This is an optimization exercise on Yosys and OpenROAD, whose aim is small area and few clock cycles, not a production implementation.
In this exercise RTL edits were held to simulation tests only and were not proved equivalent to the original.
Power is estimated from default activity; no workload was simulated.

==> run a <==
Design stm_core, start of the top module:
module stm_core (
    input  wire       clk,
    input  wire       rst,           
    input  wire       step_valid,
    input  wire [7:0] step_word,
    output wire       step_ready,
    output wire       resp_valid,
    output reg  [1:0] resp_code,     
    output wire [2:0] out_pins,
    output wire       diag_valid,
    output reg  [7:0] diag_data,
    input  wire       diag_ready
);
==> flow/config.mk <==
export PLATFORM = sky130hd
export DESIGN_NAME = stm_core
export DESIGN_NICKNAME = stm_core
export VERILOG_FILES = /design/flow/design.v
export SDC_FILE = /design/flow/constraint.sdc
export NUM_CORES = 4
export LEC_CHECK = 0
export CAP_MARGIN = 20
export CORE_MARGIN = 2
export CORE_UTILIZATION = 55
export GPL_TIMING_DRIVEN = 0
export SLEW_MARGIN = 20
==> flow/constraint.sdc <==
create_clock -name core_clock -period 12.0 [get_ports {clk}]
set_input_delay 2.4000 -clock core_clock [delete_from_list [all_inputs] [get_ports {clk}]]
set_output_delay 2.4000 -clock core_clock [all_outputs]
set_load 0.01 [all_outputs]
standard.sh (not shown) runs the stock make flow with config.mk's settings and CLKGATE_MAP_FILE= SYNTH_SCRIPT=/design/flow/synth_recipe.tcl, a recipe that flattens the netlist after the stock synthesis.
==> flow/flow/run.sh <==
#!/bin/bash
# Standard layout, with the standard synthesis's combinational logic re-mapped
# for area (registers untouched), the smallest buffer on the ports and no
# dummy loads on the clock tree.
# Each tool's output goes to its own log here.
set -euo pipefail
R=orfs/results/$FLOW_PLATFORM/stm_core/base
LIB=$FLOW_HOME/platforms/$FLOW_PLATFORM/lib/sky130_fd_sc_hd__tt_025C_1v80.lib
YOSYS=$FLOW_HOME/../tools/install/yosys/bin/yosys
[ -x "$YOSYS" ] || YOSYS=yosys

# 1. the standard synthesis, unchanged
bash standard.sh synth > log_synth.txt 2>&1

# 2. re-map the combinational logic (ABC deep synthesis, then area mapping)
cp $R/1_2_yosys.v std_synth.v
sed -e "s#LIBFILE#$LIB#g" -e "s#NETLIST#std_synth.v#" -e "s#OUTFILE#resyn.v#" flow/resyn.ys > resyn_run.ys
$YOSYS -s resyn_run.ys > log_resyn.txt 2>&1
cp resyn.v $R/1_2_yosys.v
rm -f $R/1_synth.odb $R/1_synth.sdc

# 3. the rest of the standard layout on the re-mapped netlist
bash standard.sh "BUFFER_PORTS_ARGS=-buffer_cell sky130_fd_sc_hd__buf_1" \
  "CTS_ARGS=-sink_clustering_enable -repair_clock_nets -dont_use_dummy_load" finish > log_layout.txt 2>&1
==> flow/flow/resyn.abc <==
strash
&get -n
&st
&deepsyn -T 300
&put
strash
&get -n
&st
&dch
&nf -R 1000
&put
topo
==> flow/flow/resyn.ys <==
# Re-map the combinational logic of the standard synthesis for area.
# The flip-flops (and the tie cell) are kept as they are, instance for
# instance, so every register keeps its name and cell type.
read_liberty -ignore_miss_func LIBFILE
read_verilog NETLIST
hierarchy -top stm_core
blackbox sky130_fd_sc_hd__dfxtp_1 sky130_fd_sc_hd__edfxtp_1 sky130_fd_sc_hd__conb_1
flatten
opt -purge
abc -script flow/resyn.abc -D 12000 -liberty LIBFILE -dont_use sky130_fd_sc_hd__lpflow_bleeder_1 -dont_use sky130_fd_sc_hd__lpflow_clkbufkapwr_1 -dont_use sky130_fd_sc_hd__lpflow_clkbufkapwr_16 -dont_use sky130_fd_sc_hd__lpflow_clkbufkapwr_2 -dont_use sky130_fd_sc_hd__lpflow_clkbufkapwr_4 -dont_use sky130_fd_sc_hd__lpflow_clkbufkapwr_8 -dont_use sky130_fd_sc_hd__lpflow_clkinvkapwr_1 -dont_use sky130_fd_sc_hd__lpflow_clkinvkapwr_16 -dont_use sky130_fd_sc_hd__lpflow_clkinvkapwr_2 -dont_use sky130_fd_sc_hd__lpflow_clkinvkapwr_4 -dont_use sky130_fd_sc_hd__lpflow_clkinvkapwr_8 -dont_use sky130_fd_sc_hd__lpflow_decapkapwr_12 -dont_use sky130_fd_sc_hd__lpflow_decapkapwr_3 -dont_use sky130_fd_sc_hd__lpflow_decapkapwr_4 -dont_use sky130_fd_sc_hd__lpflow_decapkapwr_6 -dont_use sky130_fd_sc_hd__lpflow_decapkapwr_8 -dont_use sky130_fd_sc_hd__lpflow_inputiso0n_1 -dont_use sky130_fd_sc_hd__lpflow_inputiso0p_1 -dont_use sky130_fd_sc_hd__lpflow_inputiso1n_1 -dont_use sky130_fd_sc_hd__lpflow_inputiso1p_1 -dont_use sky130_fd_sc_hd__lpflow_inputisolatch_1 -dont_use sky130_fd_sc_hd__lpflow_isobufsrc_1 -dont_use sky130_fd_sc_hd__lpflow_isobufsrc_16 -dont_use sky130_fd_sc_hd__lpflow_isobufsrc_2 -dont_use sky130_fd_sc_hd__lpflow_isobufsrc_4 -dont_use sky130_fd_sc_hd__lpflow_isobufsrc_8 -dont_use sky130_fd_sc_hd__lpflow_isobufsrckapwr_16 -dont_use sky130_fd_sc_hd__lpflow_lsbuf_lh_hl_isowell_tap_1 -dont_use sky130_fd_sc_hd__lpflow_lsbuf_lh_hl_isowell_tap_2 -dont_use sky130_fd_sc_hd__lpflow_lsbuf_lh_hl_isowell_tap_4 -dont_use sky130_fd_sc_hd__lpflow_lsbuf_lh_isowell_4 -dont_use sky130_fd_sc_hd__lpflow_lsbuf_lh_isowell_tap_1 -dont_use sky130_fd_sc_hd__lpflow_lsbuf_lh_isowell_tap_2 -dont_use sky130_fd_sc_hd__lpflow_lsbuf_lh_isowell_tap_4 -dont_use sky130_fd_sc_hd__probe_p_8 -dont_use sky130_fd_sc_hd__probec_p_8 
opt_clean -purge
hilomap -singleton -hicell sky130_fd_sc_hd__conb_1 HI -locell sky130_fd_sc_hd__conb_1 LO
insbuf -buf sky130_fd_sc_hd__buf_1 A X
splitnets
opt_clean -purge
check
stat -liberty LIBFILE
write_verilog -noattr -nohex -nodec OUTFILE
==> inputs of run b, as changes to run a <==
--- a/flow/design.v
+++ b/flow/design.v
@@ -9,14 +9,13 @@
     output wire [2:0] out_pins,
     output wire       diag_valid,
     output reg  [7:0] diag_data,
     input  wire       diag_ready
 );
-    localparam C_MAIN = 2'd0;
-    localparam C_TISR = 2'd1;
-    localparam C_BISR = 2'd2;
-    localparam C_HALT = 2'd3;
+    localparam P_MAIN = 4'b0110;
+    localparam P_HALT = 4'b0111;
+    localparam P_TISR = 4'b1000;    
     localparam M_ENTER   = 3'b000;
     localparam M_CONSUME = 3'b001;
     localparam M_TICK    = 3'b010;
     localparam M_EXIT0   = 3'b011;
     localparam M_WAIT    = 3'b100;
@@ -42,24 +41,24 @@
     reg        btn;
     reg        edge_pend;
     reg        edge_defer;
     reg        tim_pend;
     reg [2:0]  mpos;
-    reg [2:0]  ctl;          
+    reg [3:0]  pc;
     reg [1:0]  err;
     reg        wake;
     reg        flt_btn;
     reg [2:0]  flt_out;
     reg        flt_diag;
     reg [5:0]  em_idx;
     reg        em_b;         
     reg        line_pend;    
     reg        inc_pend;     
     wire       em_busy = (em_idx != 6'd63);
-    wire [2:0] hpos = {ctl[0], mpos[1:0]};    
-    wire       ackd = ctl[0];
-    wire [1:0] spos = mpos[1:0];
+    wire [2:0] hpos = pc[2:0];      
+    wire       ackd = pc[2];
+    wire [1:0] spos = pc[1:0];
     wire [3:0] op  = step_word[7:4];
     wire [3:0] arg = step_word[3:0];
     reg legal;
     always @(*) begin
         case (op)
@@ -69,14 +68,14 @@
                                     legal = (arg == 4'h0);
             4'hF:                   legal = (arg == 4'h0) || (arg == 4'hF);
             default:                legal = 1'b0;
         endcase
     end
-    wire in_main = (ctl[2:1] == C_MAIN);
-    wire in_tisr = (ctl[2:1] == C_TISR);
-    wire in_bisr = (ctl[2:1] == C_BISR);
-    wire in_halt = (ctl[2:1] == C_HALT);
+    wire in_main = (pc == P_MAIN);
+    wire in_halt = (pc == P_HALT);
+    wire in_tisr = pc[3];
+    wire in_bisr = !pc[3] && !(pc[2] && pc[1]);
     reg en;
     always @(*) begin
         case (op)
             4'h5: en = in_main && mpos[1:0] == 2'b00 && (arg[0] ? edge_pend : tim_pend);
             4'h6: en = (in_tisr && spos == SP_DONE && ackd) ||
@@ -161,11 +160,12 @@
     wire is_panic = exec && (op == 4'hF) && !arg[0];
     wire io_ok    = !flt_btn && (flt_out == 3'b000);
     wire tick_ok  = is_tick && io_ok && !flt_diag;
     wire start_panic = is_panic && !flt_diag;
     wire defer = em_busy && !em_end;
-    assign diag_valid = em_busy;
+    wire em_now = 1'b0;
+    assign diag_valid = em_busy || em_now;
     assign out_pins   = is_reset ? 3'd0 :
                         ((is_tick || is_edge) && !flt_btn) ? wr_out : out;
     wire clr = rst || is_reset;
     always @(posedge clk) begin
         if (rst)
@@ -182,10 +182,11 @@
             out        <= 3'd0;
             pend       <= 1'b0;
             edge_pend  <= 1'b0;
             edge_defer <= 1'b0;
             tim_pend   <= 1'b0;
+            mpos       <= M_ENTER;
             wake       <= 1'b0;
             flt_btn    <= 1'b0;
             flt_out    <= 3'd0;
             flt_diag   <= 1'b0;
         end else if ((em_end && inc_pend) || (is_tick && !flt_btn && !defer && run_inc)) begin
@@ -205,13 +206,27 @@
                     flt_btn <= arg[0];
                     flt_out <= arg[3:1];
                 end
                 4'h4: flt_diag <= arg[0];
                 4'h5: wake <= 1'b1;
+                4'h7: if (in_main) mpos <= M_CONSUME;
+                4'h8: if (in_main) mpos <= {!mpos[2], 2'b00};
                 4'h9: pend <= 1'b1;
-                4'hA: pend <= 1'b0;
-                4'hB, 4'hC: begin
+                4'hA: begin
+                    pend <= 1'b0;
+                    mpos <= pend ? M_TICK : M_EXIT0;
+                end
+                4'hB: begin
+                    if (flt_btn) begin
+                        mpos <= M_PANIC;
+                    end else begin
+                        state <= !btn;
+                        out <= wr_out;
+                        mpos <= (flt_out != 3'b000 || flt_diag) ? M_PANIC : M_EXIT1;
+                    end
+                end
+                4'hC: begin
                     if (!flt_btn) begin
                         state <= !btn;
                         out   <= wr_out;
                     end
                 end
@@ -221,41 +236,34 @@
                         edge_defer <= 1'b0;
                     end else begin
                         tim_pend <= 1'b0;
                     end
                 end
-                4'hE: wake <= 1'b0;
+                4'hE: begin
+                    wake <= 1'b0;
+                    mpos <= M_ENTER;
+                end
                 default: ;
             endcase
         end
     end
     always @(posedge clk) begin
         if (clr) begin
-            ctl  <= {C_MAIN, 1'b0};
-            mpos <= M_ENTER;
+            pc <= P_MAIN;
         end else if (exec) begin
             case (op)
-                4'h5: ctl <= {arg[0] ? C_BISR : C_TISR, 1'b0};    
-                4'h6: begin
-                    ctl <= {C_MAIN, 1'b0};
-                    mpos[1:0] <= 2'b00;
-                end
-                4'h7: if (in_main)      mpos <= M_CONSUME;
-                      else if (in_tisr) mpos[1:0] <= SP_SIGNAL;
-                      else begin        ctl[0] <= 1'b0; mpos[1:0] <= B_EDGE[1:0]; end
-                4'h8: if (in_main)      mpos <= {!mpos[2], 2'b00};
-                      else if (in_tisr) mpos[1:0] <= SP_DONE;
-                      else begin        ctl[0] <= 1'b1; mpos[1:0] <= B_RET[1:0]; end
-                4'h9: mpos[1:0] <= SP_EXIT;
-                4'hA: mpos <= pend ? M_TICK : M_EXIT0;
-                4'hB: mpos <= (flt_btn || flt_out != 3'b000 || flt_diag) ? M_PANIC : M_EXIT1;
-                4'hC: if (io_ok) begin ctl[0] <= B_ACK[2];   mpos[1:0] <= B_ACK[1:0];   end
-                      else       begin ctl[0] <= B_PANIC[2]; mpos[1:0] <= B_PANIC[1:0]; end
-                4'hD: if (arg[0]) begin ctl[0] <= B_EXIT[2]; mpos[1:0] <= B_EXIT[1:0]; end
-                      else ctl[0] <= 1'b1;                       
-                4'hE: mpos <= M_ENTER;
-                4'hF: ctl[2:1] <= C_HALT;    
+                4'h5: pc <= arg[0] ? {1'b0, B_ENTER} : P_TISR;
+                4'h6: pc <= P_MAIN;
+                4'hF: pc <= P_HALT;    
+                4'h7: if (in_tisr) pc[1:0] <= SP_SIGNAL;
+                      else if (in_bisr) pc[2:0] <= B_EDGE;
+                4'h8: if (in_tisr) pc[1:0] <= SP_DONE;
+                      else if (in_bisr) pc[2:0] <= B_RET;
+                4'h9: pc[1:0] <= SP_EXIT;
+                4'hC: pc[2:0] <= io_ok ? B_ACK : B_PANIC;
+                4'hD: if (arg[0]) pc[2:0] <= B_EXIT;
+                      else pc[2] <= 1'b1;
                 default: ;
             endcase
         end
     end
     always @(posedge clk) begin
@@ -294,11 +302,11 @@
         if (rst)
             em_idx <= 6'd63;
         else if (start_panic)
             em_idx <= 6'd16;
         else if (tick_ok && !defer)
-            em_idx <= 6'd0;
+            em_idx <= (em_now && diag_ready) ? 6'd1 : 6'd0;
         else if (em_busy && diag_ready)
             em_idx <= em_last ? (line_pend ? 6'd0 : 6'd63) : em_idx + (skip ? 6'd2 : 6'd1);
     end
     wire [7:0] dg2 = {4'h3, d2};
     wire [7:0] dg1 = (narrow && d1 == 4'd0) ? 8'h20 : {4'h3, d1};
@@ -374,11 +382,11 @@
                     endcase
                 end
             endcase
         end else begin
             case (em_idx)
-                6'd0:  diag_data = "b";
+                6'd0, 6'd63: diag_data = "b";    
                 6'd1:  diag_data = "t";
                 6'd2:  diag_data = "n";
                 6'd3:  diag_data = ":";
                 6'd5:  diag_data = em_b ? " " : "f";
                 6'd6:  diag_data = em_b ? "t" : "a";
==> inputs of run c, as changes to run a <==
--- a/flow/design.v
+++ b/flow/design.v
@@ -41,25 +41,25 @@
     reg        pend;
     reg        btn;
     reg        edge_pend;
     reg        edge_defer;
     reg        tim_pend;
+    reg [1:0]  ctx;
     reg [2:0]  mpos;
-    reg [2:0]  ctl;          
+    reg [2:0]  hpos;         
     reg [1:0]  err;
     reg        wake;
     reg        flt_btn;
     reg [2:0]  flt_out;
     reg        flt_diag;
     reg [5:0]  em_idx;
     reg        em_b;         
     reg        line_pend;    
     reg        inc_pend;     
     wire       em_busy = (em_idx != 6'd63);
-    wire [2:0] hpos = {ctl[0], mpos[1:0]};    
-    wire       ackd = ctl[0];
-    wire [1:0] spos = mpos[1:0];
+    wire       ackd = hpos[2];
+    wire [1:0] spos = hpos[1:0];
     wire [3:0] op  = step_word[7:4];
     wire [3:0] arg = step_word[3:0];
     reg legal;
     always @(*) begin
         case (op)
@@ -69,14 +69,14 @@
                                     legal = (arg == 4'h0);
             4'hF:                   legal = (arg == 4'h0) || (arg == 4'hF);
             default:                legal = 1'b0;
         endcase
     end
-    wire in_main = (ctl[2:1] == C_MAIN);
-    wire in_tisr = (ctl[2:1] == C_TISR);
-    wire in_bisr = (ctl[2:1] == C_BISR);
-    wire in_halt = (ctl[2:1] == C_HALT);
+    wire in_main = (ctx == C_MAIN);
+    wire in_tisr = (ctx == C_TISR);
+    wire in_bisr = (ctx == C_BISR);
+    wire in_halt = (ctx == C_HALT);
     reg en;
     always @(*) begin
         case (op)
             4'h5: en = in_main && mpos[1:0] == 2'b00 && (arg[0] ? edge_pend : tim_pend);
             4'h6: en = (in_tisr && spos == SP_DONE && ackd) ||
@@ -161,11 +161,12 @@
     wire is_panic = exec && (op == 4'hF) && !arg[0];
     wire io_ok    = !flt_btn && (flt_out == 3'b000);
     wire tick_ok  = is_tick && io_ok && !flt_diag;
     wire start_panic = is_panic && !flt_diag;
     wire defer = em_busy && !em_end;
-    assign diag_valid = em_busy;
+    wire em_now = tick_ok && !em_busy;
+    assign diag_valid = em_busy || em_now;
     assign out_pins   = is_reset ? 3'd0 :
                         ((is_tick || is_edge) && !flt_btn) ? wr_out : out;
     wire clr = rst || is_reset;
     always @(posedge clk) begin
         if (rst)
@@ -182,10 +183,12 @@
             out        <= 3'd0;
             pend       <= 1'b0;
             edge_pend  <= 1'b0;
             edge_defer <= 1'b0;
             tim_pend   <= 1'b0;
+            ctx        <= C_MAIN;
+            mpos       <= M_ENTER;
             wake       <= 1'b0;
             flt_btn    <= 1'b0;
             flt_out    <= 3'd0;
             flt_diag   <= 1'b0;
         end else if ((em_end && inc_pend) || (is_tick && !flt_btn && !defer && run_inc)) begin
@@ -204,14 +207,32 @@
                 4'h3: begin
                     flt_btn <= arg[0];
                     flt_out <= arg[3:1];
                 end
                 4'h4: flt_diag <= arg[0];
-                4'h5: wake <= 1'b1;
+                4'h5: begin
+                    ctx  <= arg[0] ? C_BISR : C_TISR;
+                    wake <= 1'b1;
+                end
+                4'h6: ctx <= C_MAIN;
+                4'h7: if (in_main) mpos <= M_CONSUME;
+                4'h8: if (in_main) mpos <= {!mpos[2], 2'b00};
                 4'h9: pend <= 1'b1;
-                4'hA: pend <= 1'b0;
-                4'hB, 4'hC: begin
+                4'hA: begin
+                    pend <= 1'b0;
+                    mpos <= pend ? M_TICK : M_EXIT0;
+                end
+                4'hB: begin
+                    if (flt_btn) begin
+                        mpos <= M_PANIC;
+                    end else begin
+                        state <= !btn;
+                        out <= wr_out;
+                        mpos <= (flt_out != 3'b000 || flt_diag) ? M_PANIC : M_EXIT1;
+                    end
+                end
+                4'hC: begin
                     if (!flt_btn) begin
                         state <= !btn;
                         out   <= wr_out;
                     end
                 end
@@ -221,41 +242,31 @@
                         edge_defer <= 1'b0;
                     end else begin
                         tim_pend <= 1'b0;
                     end
                 end
-                4'hE: wake <= 1'b0;
+                4'hE: begin
+                    wake <= 1'b0;
+                    mpos <= M_ENTER;
+                end
+                4'hF: ctx <= C_HALT;    
                 default: ;
             endcase
         end
     end
     always @(posedge clk) begin
-        if (clr) begin
-            ctl  <= {C_MAIN, 1'b0};
-            mpos <= M_ENTER;
-        end else if (exec) begin
+        if (exec) begin
             case (op)
-                4'h5: ctl <= {arg[0] ? C_BISR : C_TISR, 1'b0};    
-                4'h6: begin
-                    ctl <= {C_MAIN, 1'b0};
-                    mpos[1:0] <= 2'b00;
-                end
-                4'h7: if (in_main)      mpos <= M_CONSUME;
-                      else if (in_tisr) mpos[1:0] <= SP_SIGNAL;
-                      else begin        ctl[0] <= 1'b0; mpos[1:0] <= B_EDGE[1:0]; end
-                4'h8: if (in_main)      mpos <= {!mpos[2], 2'b00};
-                      else if (in_tisr) mpos[1:0] <= SP_DONE;
-                      else begin        ctl[0] <= 1'b1; mpos[1:0] <= B_RET[1:0]; end
-                4'h9: mpos[1:0] <= SP_EXIT;
-                4'hA: mpos <= pend ? M_TICK : M_EXIT0;
-                4'hB: mpos <= (flt_btn || flt_out != 3'b000 || flt_diag) ? M_PANIC : M_EXIT1;
-                4'hC: if (io_ok) begin ctl[0] <= B_ACK[2];   mpos[1:0] <= B_ACK[1:0];   end
-                      else       begin ctl[0] <= B_PANIC[2]; mpos[1:0] <= B_PANIC[1:0]; end
-                4'hD: if (arg[0]) begin ctl[0] <= B_EXIT[2]; mpos[1:0] <= B_EXIT[1:0]; end
-                      else ctl[0] <= 1'b1;                       
-                4'hE: mpos <= M_ENTER;
-                4'hF: ctl[2:1] <= C_HALT;    
+                4'h5: hpos <= 3'd0;
+                4'h7: if (in_tisr) hpos[1:0] <= SP_SIGNAL;
+                      else hpos <= B_EDGE;
+                4'h8: if (in_tisr) hpos[1:0] <= SP_DONE;
+                      else hpos <= B_RET;
+                4'h9: hpos[1:0] <= SP_EXIT;
+                4'hC: hpos <= io_ok ? B_ACK : B_PANIC;
+                4'hD: if (arg[0]) hpos <= B_EXIT;
+                      else hpos[2] <= 1'b1;
                 default: ;
             endcase
         end
     end
     always @(posedge clk) begin
@@ -294,11 +305,11 @@
         if (rst)
             em_idx <= 6'd63;
         else if (start_panic)
             em_idx <= 6'd16;
         else if (tick_ok && !defer)
-            em_idx <= 6'd0;
+            em_idx <= (em_now && diag_ready) ? 6'd1 : 6'd0;
         else if (em_busy && diag_ready)
             em_idx <= em_last ? (line_pend ? 6'd0 : 6'd63) : em_idx + (skip ? 6'd2 : 6'd1);
     end
     wire [7:0] dg2 = {4'h3, d2};
     wire [7:0] dg1 = (narrow && d1 == 4'd0) ? 8'h20 : {4'h3, d1};
@@ -374,11 +385,11 @@
                     endcase
                 end
             endcase
         end else begin
             case (em_idx)
-                6'd0:  diag_data = "b";
+                6'd0, 6'd63: diag_data = "b";    
                 6'd1:  diag_data = "t";
                 6'd2:  diag_data = "n";
                 6'd3:  diag_data = ":";
                 6'd5:  diag_data = em_b ? " " : "f";
                 6'd6:  diag_data = em_b ? "t" : "a";
==> flow/flow/run.sh (replaced) <==
#!/bin/bash
# Standard layout, with the standard synthesis's combinational logic re-mapped
# for area (registers untouched). Each tool's output goes to its own log here.
set -euo pipefail
R=orfs/results/$FLOW_PLATFORM/stm_core/base
LIB=$FLOW_HOME/platforms/$FLOW_PLATFORM/lib/sky130_fd_sc_hd__tt_025C_1v80.lib
YOSYS=$FLOW_HOME/../tools/install/yosys/bin/yosys
[ -x "$YOSYS" ] || YOSYS=yosys

# 1. the standard synthesis, unchanged
bash standard.sh synth > log_synth.txt 2>&1

# 2. re-map the combinational logic
cp $R/1_2_yosys.v std_synth.v
sed -e "s#LIBFILE#$LIB#g" -e "s#NETLIST#std_synth.v#" -e "s#OUTFILE#resyn.v#" flow/resyn.ys > resyn_run.ys
$YOSYS -s resyn_run.ys > log_resyn.txt 2>&1
cp resyn.v $R/1_2_yosys.v
rm -f $R/1_synth.odb $R/1_synth.sdc

# 3. the rest of the standard layout on the re-mapped netlist
bash standard.sh > log_layout.txt 2>&1
==> flow/flow/resyn.abc (replaced) <==
strash
&get -n
&st
&dch
&nf -R 1000
&put
strash
&get -n
&st
&syn2
&dch
&nf -R 1000
&put
strash
&get -n
&st
&dch -f
&nf -R 1000
&put
topo
--- a/flow/flow/resyn.ys
+++ b/flow/flow/resyn.ys
@@ -8,11 +8,11 @@
 flatten
 opt -purge
 abc -script flow/resyn.abc -D 12000 -liberty LIBFILE -dont_use sky130_fd_sc_hd__lpflow_bleeder_1 -dont_use sky130_fd_sc_hd__lpflow_clkbufkapwr_1 -dont_use sky130_fd_sc_hd__lpflow_clkbufkapwr_16 -dont_use sky130_fd_sc_hd__lpflow_clkbufkapwr_2 -dont_use sky130_fd_sc_hd__lpflow_clkbufkapwr_4 -dont_use sky130_fd_sc_hd__lpflow_clkbufkapwr_8 -dont_use sky130_fd_sc_hd__lpflow_clkinvkapwr_1 -dont_use sky130_fd_sc_hd__lpflow_clkinvkapwr_16 -dont_use sky130_fd_sc_hd__lpflow_clkinvkapwr_2 -dont_use sky130_fd_sc_hd__lpflow_clkinvkapwr_4 -dont_use sky130_fd_sc_hd__lpflow_clkinvkapwr_8 -dont_use sky130_fd_sc_hd__lpflow_decapkapwr_12 -dont_use sky130_fd_sc_hd__lpflow_decapkapwr_3 -dont_use sky130_fd_sc_hd__lpflow_decapkapwr_4 -dont_use sky130_fd_sc_hd__lpflow_decapkapwr_6 -dont_use sky130_fd_sc_hd__lpflow_decapkapwr_8 -dont_use sky130_fd_sc_hd__lpflow_inputiso0n_1 -dont_use sky130_fd_sc_hd__lpflow_inputiso0p_1 -dont_use sky130_fd_sc_hd__lpflow_inputiso1n_1 -dont_use sky130_fd_sc_hd__lpflow_inputiso1p_1 -dont_use sky130_fd_sc_hd__lpflow_inputisolatch_1 -dont_use sky130_fd_sc_hd__lpflow_isobufsrc_1 -dont_use sky130_fd_sc_hd__lpflow_isobufsrc_16 -dont_use sky130_fd_sc_hd__lpflow_isobufsrc_2 -dont_use sky130_fd_sc_hd__lpflow_isobufsrc_4 -dont_use sky130_fd_sc_hd__lpflow_isobufsrc_8 -dont_use sky130_fd_sc_hd__lpflow_isobufsrckapwr_16 -dont_use sky130_fd_sc_hd__lpflow_lsbuf_lh_hl_isowell_tap_1 -dont_use sky130_fd_sc_hd__lpflow_lsbuf_lh_hl_isowell_tap_2 -dont_use sky130_fd_sc_hd__lpflow_lsbuf_lh_hl_isowell_tap_4 -dont_use sky130_fd_sc_hd__lpflow_lsbuf_lh_isowell_4 -dont_use sky130_fd_sc_hd__lpflow_lsbuf_lh_isowell_tap_1 -dont_use sky130_fd_sc_hd__lpflow_lsbuf_lh_isowell_tap_2 -dont_use sky130_fd_sc_hd__lpflow_lsbuf_lh_isowell_tap_4 -dont_use sky130_fd_sc_hd__probe_p_8 -dont_use sky130_fd_sc_hd__probec_p_8 
 opt_clean -purge
 hilomap -singleton -hicell sky130_fd_sc_hd__conb_1 HI -locell sky130_fd_sc_hd__conb_1 LO
-insbuf -buf sky130_fd_sc_hd__buf_1 A X
+insbuf -buf sky130_fd_sc_hd__buf_4 A X
 splitnets
 opt_clean -purge
 check
 stat -liberty LIBFILE
 write_verilog -noattr -nohex -nodec OUTFILE
- GPL_TIMING_DRIVEN: 0 -> unset
==> qor summary <==
Outcome: run a timing/DRC/antenna clean; run c timing/DRC/antenna clean; run b timing/DRC/antenna clean
Met2 track utilization from global routing: run a 0.4598; run c 0.5556; run b 0.4772
Fraction of met3 tracks used by global routing: run a 0.06813; run c 0.06464; run b 0.04615
Largest stage delay on the critical path: run a 0.65 ns; run c 0.88 ns; run b 0.58 ns
Share of the core filled with cells: run a 0.6082; run c 0.6283; run b 0.6150
Gp weighted congestion: run a 1.015; run c 1.038; run b 1.009
Number of placed instances, taps included: run a 586; run c 741; run b 586
Wire length per cell: run a 17.12 um; run c 18.37 um; run b 17.84 um
Global-route usage over all layers: run a 0.3092; run c 0.3493; run b 0.3156
Top Consumer: run a registers; run c combinational logic; run b registers
Number of global-route vias before repair: run a 3383; run c 4388; run b 3376
Detailed Place HPWL: run a 7409 um; run c 10000 um; run b 7744 um
Critical path's most frequent cell: run a sky130_fd_sc_hd__o21ai_0; run c sky130_fd_sc_hd__nand2_1; run b sky130_fd_sc_hd__nand2_1
Worst Min Path Start: run a edge_defer; run c tim_pend; run b wake
FF/Latch Area: run a 910.9 um2; run c 980.9 um2; run b 930.9 um2
Internal Pwr Total: run a 0.2413 mW; run c 0.3169 mW; run b 0.2463 mW
Testbench counts of run a, summed over its fixed seeds: cycles 67,587.
Testbench counts of run b, summed over its fixed seeds: cycles 67,587.
Testbench counts of run c, summed over its fixed seeds: cycles 67,555.

==> afterwards: timing with drivers on the ports <==
In the flow no input, the clock included, has a driving cell. The finished layouts below were timed again as built, in two steps.
Step 1 sets driving cells, clkbuf_16 on the clock port and buf_2 on the other inputs (assumed; they add their load-dependent delay and slew).
Step 2, shift: input delay + t, output delay - t, t = (earliest + latest rising clock arrival at the registers) / 2. This alone moves slack from input paths to output paths.
Three values: ideal ports, drivers, drivers and shift; two values: the first two.
run	t, ns	setup WS [ns]	worst data-port slew with drivers (ns)
run a	0.317	3.419 / 3.393 / 3.393	0.04
run b	0.315	3.130 / 3.106 / 3.106	0.03
run c	0.332	2.985 / 2.963 / 2.963	0.03
After both steps every run listed still meets setup and hold. The setup slack of run a, which loses most, moves by -0.026 ns with the drivers and by -0.026 ns with both steps.
